From an optimization exercise on the open Yosys and OpenROAD flow, aimed at small area, a short achievable clock period and few clock cycles; shortcuts taken in it are not production practice.
The RTL was checked by simulation tests, not by an equivalence proof against the original design.
Power is estimated from default activity; no workload was simulated.

## fpmc_lutprog
module fpmc_lutprog (
    input  wire        clk,
    input  wire        rst,           
    input  wire        cmd_valid,
    output wire        cmd_ready,
    input  wire [1:0]  cmd_variant,   
    input  wire [1:0]  cmd_role,      
    input  wire        cmd_fr,        
    input  wire        cmd_active,    
    input  wire        cmd_present,   
    input  wire [31:0] cmd_base,      
    input  wire [31:0] cmd_len,       
    input  wire [15:0] cmd_n,         
    output wire        mem_req_valid,
    input  wire        mem_req_ready,
    output wire [31:0] mem_addr,
    input  wire        mem_rvalid,
    input  wire [47:0] mem_rdata,
    output wire        ev_valid,
    input  wire        ev_ready,
    output wire [1:0]  ev_kind,       
    output wire [16:0] ev_index,
    output wire [31:0] ev_data,
    output wire        res_valid,
    input  wire        res_ready,
    output wire [3:0]  res_code,
    output wire [17:0] res_wcount
);
    reg        busy;        
    reg        res_v;
    reg        k_pal, k_gam, k_lut, k_go;
    reg        st;          
  ...
clock: 10.0 ns
lec_check: 0
cap_margin: 20
core_margin: 2
core_utilization: 60
place_density: 0.75
slew_margin: 20
standard.sh (not shown) runs the stock make flow with config.mk's settings and CLKGATE_MAP_FILE= SYNTH_SCRIPT=/design/flow/synth_recipe.tcl, a recipe that flattens the netlist after the stock synthesis.
==> flow/flow/run.sh <==
#!/bin/bash
set -o pipefail
export BUFFER_PORTS_ARGS="-buffer_cell sky130_fd_sc_hd__buf_2"
export SETUP_SLACK_MARGIN="${MARGIN:-6.7}"
bash standard.sh > flow_standard.log 2>&1
st=$?
tail -3 flow_standard.log
exit $st
Testbench counts at the start, summed over its fixed seeds: cycles 37,339.
Change:
--- a/flow/design.v
+++ b/flow/design.v
@@ -95,41 +95,26 @@
     wire ld     = ofree && (rwav || lhalf || (larr && arrv));
     wire drop   = lact && arrv && !flush && !(ofree && !half);
     wire [16:0] ev_i_inc = ev_i + 17'd1;
     wire        fneg = f[18];
     wire        stepm = (rph >= 3'd4);                     
     wire [18:0] bop  = !fneg ? {rsm[17], rsm} :
                        stepm ? {2'b0, rs} : {2'b0, nm1, 1'b0};
     wire [18:0] sf   = f + bop;
     wire [13:0] q_cur = {ev_d[13:10] & {4{f_v3}}, ev_d[9:8] & {2{!k_pal}}, ev_d[7:0]};
     wire [14:0] q_add = {q_cur, 1'b1} + {qs, !fneg};
     wire [13:0] q_nxt = stp ? q_add[14:1] : 14'd0;
-    wire [15:0] m_dec = nm1 - 16'd1;                  
-    wire [15:0] msm1  = m_dec | {1'b0, m_dec[15:1]};
-    wire [15:0] msm2  = msm1 | {2'b0, msm1[15:2]};
-    wire [15:0] msm3  = msm2 | {4'b0, msm2[15:4]};
-    wire [15:0] msm   = msm3 | {8'b0, msm3[15:8]};    
-    reg  [4:0]  mbl;
-    integer     bi;
-    always @(*) begin
-        mbl = 5'd0;
-        for (bi = 0; bi < 16; bi = bi + 1)
-            if (m_dec[bi]) mbl = bi[4:0] + 5'd1;
-    end
-    wire [4:0]  cdiff   = {1'b0, cnt} - mbl;           
-    wire        skipall = cdiff[4];
-    wire [18:0] twok    = (cnt == 4'd8) ? 19'd510 : (cnt == 4'd14) ? 19'd32766 : 19'd2046;
     reg  [18:0] f_nxt;
     always @(*) begin
         case (rph)
-            3'd0:    f_nxt = skipall ? twok : {2'b0, msm, (cdiff[3:0] != 4'd0)};
+            3'd0:    f_nxt = 19'd1;
             3'd1:    f_nxt = (cnt == 4'd0) ? sf : {sf[17:0], (cnt >= 4'd2)};
             3'd2:    f_nxt = fneg ? sf : f;
             3'd3:    f_nxt = {3'b0, nm1};
             default: f_nxt = sf;
         endcase
     end
     wire f_en_early = !busy || (!k_lut && (rph <= 3'd4));
     wire [15:0] mr = mem_rdata[15:0];
     wire [15:0] mg = mem_rdata[31:16];
     wire [15:0] mb = mem_rdata[47:32];
     wire [13:0] xr = k_pal ? {6'd0, mr[15:8]} : d14 ? mr[15:2] : {4'd0, mr[15:6]};
@@ -200,35 +185,33 @@
         if (!busy) begin
             k_pal   <= c_pal;
             k_gam   <= (cmd_role == 2'd1);
             rc      <= {!c_ok && (cmd_role != 2'd3), !c_ok};
             k_go    <= c_ok && cmd_active;
             f_v3    <= !c_pal && (cmd_variant == 2'd3);
             gmx     <= !c_pal && (cmd_variant == 2'd2) && (cmd_role == 2'd1);
             d14     <= !c_pal && (cmd_variant == 2'd3) && (cmd_role == 2'd0);
             k_lut   <= cmd_present && !cmd_fr;
             nm1     <= c_n16;
             cnt     <= c_cnt;
-        end else if (rph == 3'd0) begin
-            cnt     <= cdiff[3:0];
         end else if (rph == 3'd1) begin
             cnt     <= cnt - 4'd1;
         end
         if (ofree && !(ract && stp && !rdy && !half))    
             ev_d <= d_nxt;
         if (!busy)
             st <= cmd_valid;
         else
             st <= 1'b0;
         if (busy && st)
-            nm1 <= m_dec;
+            nm1 <= nm1 - 16'd1;
         if (!busy || (ld && gph))
             gsel <= busy;
         if (!busy || cons)
             ev_i <= !busy ? 17'd0 :
                     (gmx && wlast) ? wc_g :
                     (gmx && eqw && !pm) ? 17'd0 : ev_i_inc;
         if (!busy || cons)
             eqw  <= busy && (ev_i_inc == lastw);
         if (!busy || (ld && gph))
             ev_k <= busy ? 2'd3 : c_kind;
         if (!busy || (cons && eqw))
@@ -237,24 +220,22 @@
             stp <= busy;
         if (f_en_early || (ofree && rstep))
             f <= busy ? f_nxt : 19'd3;
         if (!busy || (k_lut ? ((fire && pos2) || (unreq && pos1)) : (rph == 3'd0 || rph == 3'd3)))
             ax <= !busy ? (c_lut ? cmd_base[20:3] : ~{1'b0, c_n16, 1'b0}) :
                   k_lut ? raddr_s[17:0] : sf[17:0];
         if (!busy || (k_lut ? (ofree && lact && !half) : (rph == 3'd1)))
             qs <= !busy ? 14'd0 :
                   k_lut ? (d14 ? mr[15:2] : {4'd0, mr[15:6]}) : {qs[12:0], !sf[18]};
         if (!busy)
             rph <= 3'd0;
-        else if (!k_lut && rph == 3'd0 && skipall)
-            rph <= 3'd2;
         else if (!k_lut && (rph != 3'd1 || cnt == 4'd0) && !rdy)
             rph <= rph + 3'd1;
         if (!busy || (k_lut ? (fire || unreq) : (rph == 3'd2)))
             rr <= !busy ? c_n : k_lut ? rrem_s : (fneg ? sf[16:0] : f[16:0]);
         if (!busy || (fire && pos2) || (unreq && pos1))
             ahi <= busy ? raddr_s[28:18] : cmd_base[31:21];
         if (!busy)
             alo <= cmd_base[2:0];
     end
     assign cmd_ready     = crdy;
     assign mem_req_valid = mreq;
- design area shrinks by 6.1%
- routed wire length shrinks by 7.1%
- sequential power shrinks by about 10%
- cell count shrinks by 6.9%
- total power shrinks by 27%
- non-clock buffer count shrinks by 28
- clock-buffer cell count grows by 2
- global-route usage shrinks by 1.7 points
- core utilization shrinks by 2.0 points
- maximum frequency grows by 38%
- hold slack is better by 0.020 ns
Testbench counts after the change, summed over its fixed seeds: cycles 37,771.

== the reference run ==
The RTL this note starts from:
==> flow/design.v <==
module fpmc_lutprog (
    input  wire        clk,
    input  wire        rst,           
    input  wire        cmd_valid,
    output wire        cmd_ready,
    input  wire [1:0]  cmd_variant,   
    input  wire [1:0]  cmd_role,      
    input  wire        cmd_fr,        
    input  wire        cmd_active,    
    input  wire        cmd_present,   
    input  wire [31:0] cmd_base,      
    input  wire [31:0] cmd_len,       
    input  wire [15:0] cmd_n,         
    output wire        mem_req_valid,
    input  wire        mem_req_ready,
    output wire [31:0] mem_addr,
    input  wire        mem_rvalid,
    input  wire [47:0] mem_rdata,
    output wire        ev_valid,
    input  wire        ev_ready,
    output wire [1:0]  ev_kind,       
    output wire [16:0] ev_index,
    output wire [31:0] ev_data,
    output wire        res_valid,
    input  wire        res_ready,
    output wire [3:0]  res_code,
    output wire [17:0] res_wcount
);
    reg        busy;        
    reg        res_v;
    reg        k_pal, k_ill, k_gam, k_lut, k_ok, k_go;
    reg        f_v3, gmx, d14;                      
    reg [15:0] nm1;         
    reg        ev_v;
    reg [29:0] ev_d;
    reg [16:0] ev_i;        
    reg [1:0]  ev_k;
    reg [1:0]  g2;          
    reg        pm;          
    reg        stp;         
    reg        mreq;
    reg [10:0] ahi;         
    reg [2:0]  alo;         
    reg [17:0] ax;
    reg [16:0] rr;
    reg [2:0]  outs;        
    reg        flush;       
    reg [2:0]  ucnt;        
    reg        rw;          
    reg        crdy;        
    reg        gsel;        
    reg [1:0]  rc;          
    reg [2:0]  rph;         
    reg [3:0]  cnt;
    reg [18:0] f;           
    reg [13:0] qs;
    wire [16:0] rs   = rr;           
    wire [17:0] rsm  = ax;           
    wire [16:0] rrem = rr;
    wire [31:0] raddr = {ahi, ax, alo};
    wire        c_pal   = (cmd_role == 2'd2);
    wire        c_lut   = cmd_present && !cmd_fr;
    wire [15:0] c_nm1   = c_pal ? 16'd255 : (cmd_n - 16'd1);
    wire [16:0] c_n     = c_pal ? 17'd256 : {1'b0, cmd_n};
    wire        c_leneq = (cmd_len[2:0] == 3'd0) && (cmd_len[31:19] == 13'd0) &&
                          (cmd_len[18:3] == (c_pal ? 16'd256 : cmd_n));
    wire [1:0]  c_kind  = c_pal ? 2'd0 : (cmd_role == 2'd1) ? 2'd2 : 2'd1;
    wire [3:0]  c_cnt   = c_pal ? 4'd8 : (cmd_variant == 2'd3 && cmd_role == 2'd0) ? 4'd14 : 4'd10;
    wire c_ok = (cmd_role != 2'd3) && (c_pal || (cmd_variant[1] && (cmd_n[15:1] != 15'd0))) &&
                (!c_lut || c_leneq);
    wire ok   = k_ok;
    wire go   = k_go;
    wire lact = busy && go && k_lut;            
    wire ract = busy && go && !k_lut;           
    wire gmk  = (ev_k == 2'd3);
    wire [16:0] lastw = f_v3 ? {nm1, 1'b1} : {1'b0, nm1};
    reg         eqw;                                
    wire        tlast = ev_v && eqw;                    
    wire        gph   = tlast || pm;                    
    wire        half  = f_v3 && (ev_i[0] ^ ev_v);       
    wire        wend  = res_v || (gmx ? (gsel && ev_v && g2 == 2'd2) : tlast);
    wire        wlast = gmx ? (gsel && g2 == 2'd2) : eqw;   
    wire        gsel2 = (g2[0] ^ ev_v);                 
    wire ofree = !ev_v || ev_ready;
    wire cons  = ev_v && ev_ready;
    wire arrv  = mem_rvalid;
    wire fire  = mreq && mem_req_ready;
    wire rdy    = (rph == 3'd5);
    wire rstep  = ract && !wend && rdy && !half && !gph && stp;         
    wire rmain  = ract && !wend && rdy && !half && !gph;                
    wire rwav   = ract && !wend && (half || gph || rdy);
    wire lhalf  = lact && !wend && half;
    wire larr   = lact && !wend && !half && !flush;
    wire ld     = ofree && (rwav || lhalf || (larr && arrv));
    wire drop   = lact && arrv && !flush && !(ofree && !half);
    wire [16:0] ev_i_inc = ev_i + 17'd1;
    wire        fneg = f[18];
    wire        stepm = (rph >= 3'd4);                     
    wire [18:0] bop  = !fneg ? {rsm[17], rsm} :
                       stepm ? {2'b0, rs} : {2'b0, nm1, 1'b0};
    wire [18:0] sf   = f + bop;
    wire [13:0] q_cur = {ev_d[13:10] & {4{f_v3}}, ev_d[9:8] & {2{!k_pal}}, ev_d[7:0]};
    wire [14:0] q_add = {q_cur, 1'b1} + {qs, !fneg};
    wire [13:0] q_nxt = stp ? q_add[14:1] : 14'd0;
    reg  [18:0] f_nxt;
    always @(*) begin
        case (rph)
            3'd1:    f_nxt = (cnt == 4'd0) ? sf : {sf[17:0], (cnt >= 4'd2)};
            3'd2:    f_nxt = fneg ? sf : f;
            3'd3:    f_nxt = {3'b0, nm1};
            default: f_nxt = sf;
        endcase
    end
    wire f_en_early = !busy || (!k_lut && (rph == 3'd1 || rph == 3'd2 || rph == 3'd3 || rph == 3'd4));
    wire [15:0] mr = mem_rdata[15:0];
    wire [15:0] mg = mem_rdata[31:16];
    wire [15:0] mb = mem_rdata[47:32];
    wire [13:0] xr = k_pal ? {6'd0, mr[15:8]} : d14 ? mr[15:2] : {4'd0, mr[15:6]};
    wire [13:0] xg = k_pal ? {6'd0, mg[15:8]} : d14 ? mg[15:2] : {4'd0, mg[15:6]};
    wire [13:0] xb = k_pal ? {6'd0, mb[15:8]} : d14 ? mb[15:2] : {4'd0, mb[15:6]};
    wire [13:0] cr = k_lut ? xr : q_nxt;
    wire [13:0] cg = k_lut ? xg : q_nxt;
    wire [13:0] cb = k_lut ? xb : q_nxt;
    reg  [29:0] d_nxt;
    always @(*) begin
        if (gph) begin
            if (!k_lut)
                d_nxt = {14'd0, 16'hFFFF};
            else if (!gsel)
                d_nxt = {14'd0, mr};
            else if (gsel2)
                d_nxt = {14'd0, mg};
            else
                d_nxt = {14'd0, mb};
        end else if (half) begin
            d_nxt = {16'd0, k_lut ? qs : ev_d[13:0]};
        end else if (k_pal) begin
            d_nxt = {6'd0, cr[7:0], cg[7:0], cb[7:0]};
        end else if (f_v3) begin
            d_nxt = {cg, 2'd0, cb};
        end else begin
            d_nxt = {cr[9:0], cg[9:0], cb[9:0]};
        end
    end
    wire        pos2   = !rrem[16] && (rrem[15:1] != 15'd0);    
    wire        pos1   = !rrem[16] && (rrem[15:0] != 16'd0);    
    wire        unreq  = rw && (ucnt != 3'd0);
    wire [16:0] stop0  = gmx ? 17'h1FFFD : 17'd0;
    wire [16:0] stop1  = gmx ? 17'h1FFFE : 17'd1;
    wire        more_n = fire ? (rrem != stop1) : (rrem != stop0);
    wire [16:0] rrem_s = rrem + {{16{!rw}}, 1'b1};
    wire [28:0] raddr_s = raddr[31:3] + {{28{rw}}, 1'b1};
    wire [2:0]  outs_n = (fire && !arrv) ? outs + 3'd1 :
                         (!fire && arrv) ? outs - 3'd1 : outs;
    wire        flush_n = (flush || drop) && !(rw && (ucnt == 3'd0));
    wire        mreq_n  = (mreq && !mem_req_ready) ||
                          (lact && !flush_n && more_n && !outs_n[2] && !(f_v3 && fire));
    always @(posedge clk) begin
        if (rst) begin
            busy  <= 1'b0;
            crdy  <= 1'b1;
            res_v <= 1'b0;
            ev_v  <= 1'b0;
            mreq  <= 1'b0;
            outs  <= 3'd0;
            flush <= 1'b0;
            ucnt  <= 3'd0;
            rw    <= 1'b0;
        end else begin
            busy  <= busy ? !(res_v && res_ready) : cmd_valid;
            crdy  <= busy ? (res_v && res_ready) : !cmd_valid;
            res_v <= res_v ? !res_ready : (busy && (!go || (wlast && cons)));
            ev_v  <= ld || (ev_v && !ev_ready);
            outs  <= outs_n;
            flush <= flush_n;
            if (unreq)
                ucnt <= ucnt - 3'd1;
            else if (drop || (flush && arrv))
                ucnt <= ucnt + 3'd1;
            mreq  <= mreq_n;
            rw    <= flush_n && (outs_n == 3'd0) && !mreq_n;
        end
        if (!busy) begin
            k_pal   <= c_pal;
            k_ill   <= (cmd_role == 2'd3);
            k_gam   <= (cmd_role == 2'd1);
            k_ok    <= c_ok;
            k_go    <= c_ok && cmd_active;
            f_v3    <= !c_pal && (cmd_variant == 2'd3);
            gmx     <= !c_pal && (cmd_variant == 2'd2) && (cmd_role == 2'd1);
            d14     <= !c_pal && (cmd_variant == 2'd3) && (cmd_role == 2'd0);
            k_lut   <= cmd_present && !cmd_fr;
            nm1     <= c_nm1;
            cnt     <= c_cnt;
        end else if (rph == 3'd1) begin
            cnt     <= cnt - 4'd1;
        end
        if (ofree)
            ev_d <= d_nxt;
        if (!res_v)
            rc <= {!ok && !k_ill, !ok};
        if (!busy || (ld && gph))
            gsel <= busy;
        if (!busy || cons)
            ev_i <= busy ? ev_i_inc : 17'd0;
        if (!busy || cons)
            eqw  <= busy && (ev_i_inc == lastw);
        if (!busy || (ld && gph))
            ev_k <= busy ? 2'd3 : c_kind;
        if (!busy || (cons && gsel))
            g2 <= busy ? g2 + 2'd1 : 2'd0;
        if (!busy || (cons && eqw))
            pm <= busy;
        if (!busy || (ofree && rmain))
            stp <= busy;
        if (f_en_early || (ofree && rstep))
            f <= busy ? f_nxt : 19'd1;
        if (!busy || (k_lut ? ((fire && pos2) || (unreq && pos1)) : (rph == 3'd0 || rph == 3'd3)))
            ax <= !busy ? (c_lut ? cmd_base[20:3] : ~{1'b0, c_nm1, 1'b0}) :
                  k_lut ? raddr_s[17:0] : sf[17:0];
        if (!busy || (k_lut ? (ofree && lact && !half) : (rph == 3'd1)))
            qs <= !busy ? 14'd0 :
                  k_lut ? (d14 ? mr[15:2] : {4'd0, mr[15:6]}) : {qs[12:0], !sf[18]};
        if (!busy)
            rph <= 3'd0;
        else if (!k_lut && (rph != 3'd1 || cnt == 4'd0) && !rdy)
            rph <= rph + 3'd1;
        if (!busy || (k_lut ? (fire || unreq) : (rph == 3'd2)))
            rr <= !busy ? c_n : k_lut ? rrem_s : (fneg ? sf[16:0] : f[16:0]);
        if (!busy || (fire && pos2) || (unreq && pos1))
            ahi <= busy ? raddr_s[28:18] : cmd_base[31:21];
        if (!busy)
            alo <= cmd_base[2:0];
    end
    assign cmd_ready     = crdy;
    assign mem_req_valid = mreq;
    assign mem_addr      = raddr;
    assign ev_valid      = ev_v;
    assign ev_kind       = ev_k;
    assign ev_index      = gsel ? {15'd0, g2} : ev_i;
    assign ev_data       = {2'b00, ev_d};
    assign res_valid     = res_v;
    assign res_code      = {1'b0, rc, 1'b0};
    assign res_wcount    = {1'b0, ev_i};
endmodule
==> flow/config.mk <==
export PLATFORM = sky130hd
export DESIGN_NAME = fpmc_lutprog
export DESIGN_NICKNAME = fpmc_lutprog
export VERILOG_FILES = /design/flow/design.v
export SDC_FILE = /design/flow/constraint.sdc
export NUM_CORES = 4
export LEC_CHECK = 0
export CAP_MARGIN = 20
export CORE_MARGIN = 2
export CORE_UTILIZATION = 40
export PLACE_DENSITY = 0.6
export SLEW_MARGIN = 20
==> flow/constraint.sdc <==
create_clock -name core_clock -period 10.0 [get_ports {clk}]
set_input_delay 2.0000 -clock core_clock [delete_from_list [all_inputs] [get_ports {clk}]]
set_output_delay 2.0000 -clock core_clock [all_outputs]
set_load 0.01 [all_outputs]
==> flow/flow/run.sh <==
#!/bin/bash
set -o pipefail
export BUFFER_PORTS_ARGS="-buffer_cell sky130_fd_sc_hd__buf_2"
export SETUP_SLACK_MARGIN="${MARGIN:-6.6}"
bash standard.sh > flow_standard.log 2>&1
st=$?
tail -3 flow_standard.log
exit $st
Testbench counts of the reference run, summed over its fixed seeds: cycles 37,849.
Inputs modified between the reference run and the trial run:
--- a/flow/design.v
+++ b/flow/design.v
@@ -36,5 +36,4 @@
     reg [16:0] ev_i;        
     reg [1:0]  ev_k;
-    reg [1:0]  g2;          
     reg        pm;          
     reg        stp;         
@@ -79,7 +78,9 @@
     wire        gph   = tlast || pm;                    
     wire        half  = f_v3 && (ev_i[0] ^ ev_v);       
-    wire        wend  = res_v || (gmx ? (gsel && ev_v && g2 == 2'd2) : tlast);
-    wire        wlast = gmx ? (gsel && g2 == 2'd2) : eqw;   
-    wire        gsel2 = (g2[0] ^ ev_v);                 
+    wire        g2is2 = pm && (ev_i[1:0] == 2'd2);      
+    wire        wend  = res_v || (gmx ? (gsel && ev_v && g2is2) : tlast);
+    wire        wlast = gmx ? (gsel && g2is2) : eqw;    
+    wire        gsel2 = (ev_i[0] ^ ev_v);               
+    wire [16:0] wc_g  = {1'b0, nm1} + 17'd4;            
     wire ofree = !ev_v || ev_ready;
     wire cons  = ev_v && ev_ready;
@@ -88,6 +89,6 @@
     wire rdy    = (rph == 3'd5);
     wire rstep  = ract && !wend && rdy && !half && !gph && stp;         
-    wire rmain  = ract && !wend && rdy && !half && !gph;                
-    wire rwav   = ract && !wend && (half || gph || rdy);
+    wire rmain  = ract && !wend && (rdy || !stp) && !half && !gph;      
+    wire rwav   = ract && !wend && (half || gph || rdy || !stp);
     wire lhalf  = lact && !wend && half;
     wire larr   = lact && !wend && !half && !flush;
@@ -196,5 +197,5 @@
             cnt     <= cnt - 4'd1;
         end
-        if (ofree)
+        if (ofree && !(ract && stp && !rdy && !half))    
             ev_d <= d_nxt;
         if (!res_v)
@@ -203,11 +204,11 @@
             gsel <= busy;
         if (!busy || cons)
-            ev_i <= busy ? ev_i_inc : 17'd0;
+            ev_i <= !busy ? 17'd0 :
+                    (gmx && wlast) ? wc_g :
+                    (gmx && eqw && !pm) ? 17'd0 : ev_i_inc;
         if (!busy || cons)
             eqw  <= busy && (ev_i_inc == lastw);
         if (!busy || (ld && gph))
             ev_k <= busy ? 2'd3 : c_kind;
-        if (!busy || (cons && gsel))
-            g2 <= busy ? g2 + 2'd1 : 2'd0;
         if (!busy || (cons && eqw))
             pm <= busy;
@@ -238,5 +239,5 @@
     assign ev_valid      = ev_v;
     assign ev_kind       = ev_k;
-    assign ev_index      = gsel ? {15'd0, g2} : ev_i;
+    assign ev_index      = ev_i;
     assign ev_data       = {2'b00, ev_d};
     assign res_valid     = res_v;
Notes after the runs:
The trial run vs the reference run on total length of routed wires: the trial run is the higher one.
In the metrics for the trial run and the reference run, the one carrying the higher global-route track usage on met1 is the trial run.
Going from the reference run to the trial run, average instance area after synthesis -0.10 um^2, fraction of layout cells with a size suffix above 1 -0.46 points, post-synthesis cell area grew by about 3.3%.
Number of sinks driven by the clock tree of the trial run falls short of that of the reference run slightly.
NOTE total power divided by cell area the reference run->the trial run increased slightly
reg2out as the critical path class was reported by the reference run, and in2reg by the trial run.
The trial run against the reference run: post-route minimum period decreased by 36 ps relative to the old numbers; buffer share of cell area down 0.96 points; total area of multi-input combinational cells increased by 3.4% relative to the old numbers.
Testbench counts of the trial run, summed over its fixed seeds: cycles 37,771.

[port drivers added, routing unchanged]
No port has a modelled driver above. Below, the same layouts with a new extraction and two added sets of constraints. Step 1 assumes that a clkbuf_16 drives the clock port and a buf_2 every other input. Step 2 also shifts input and output timing later by t, the mid clock arrival at the registers, as if the neighbouring blocks saw the same clock. Three values: no drivers, after step 1, after step 2; two values: the first two.
run | shift t [ns] | setup WS [ns] | worst setup path after step 2 | slew at the worst register clock pin (ns)
the first run of note 1 | 0.508 | 5.130 / 5.130 / 5.130 | register to register | 0.08 / 0.08
the second run of note 1 | 0.495 | 6.473 / 6.473 / 6.220 | input to register | 0.09 / 0.09
the reference run | 0.524 | 6.478 / 6.423 / 5.994 | input to register | 0.09 / 0.09
the trial run | 0.520 | 6.514 / 6.500 / 5.980 | input to register | 0.09 / 0.09
After both steps setup and hold are still met in every run listed. The setup slack of the trial run, which loses most, moves by -0.014 ns with the drivers and by -0.534 ns with both steps.
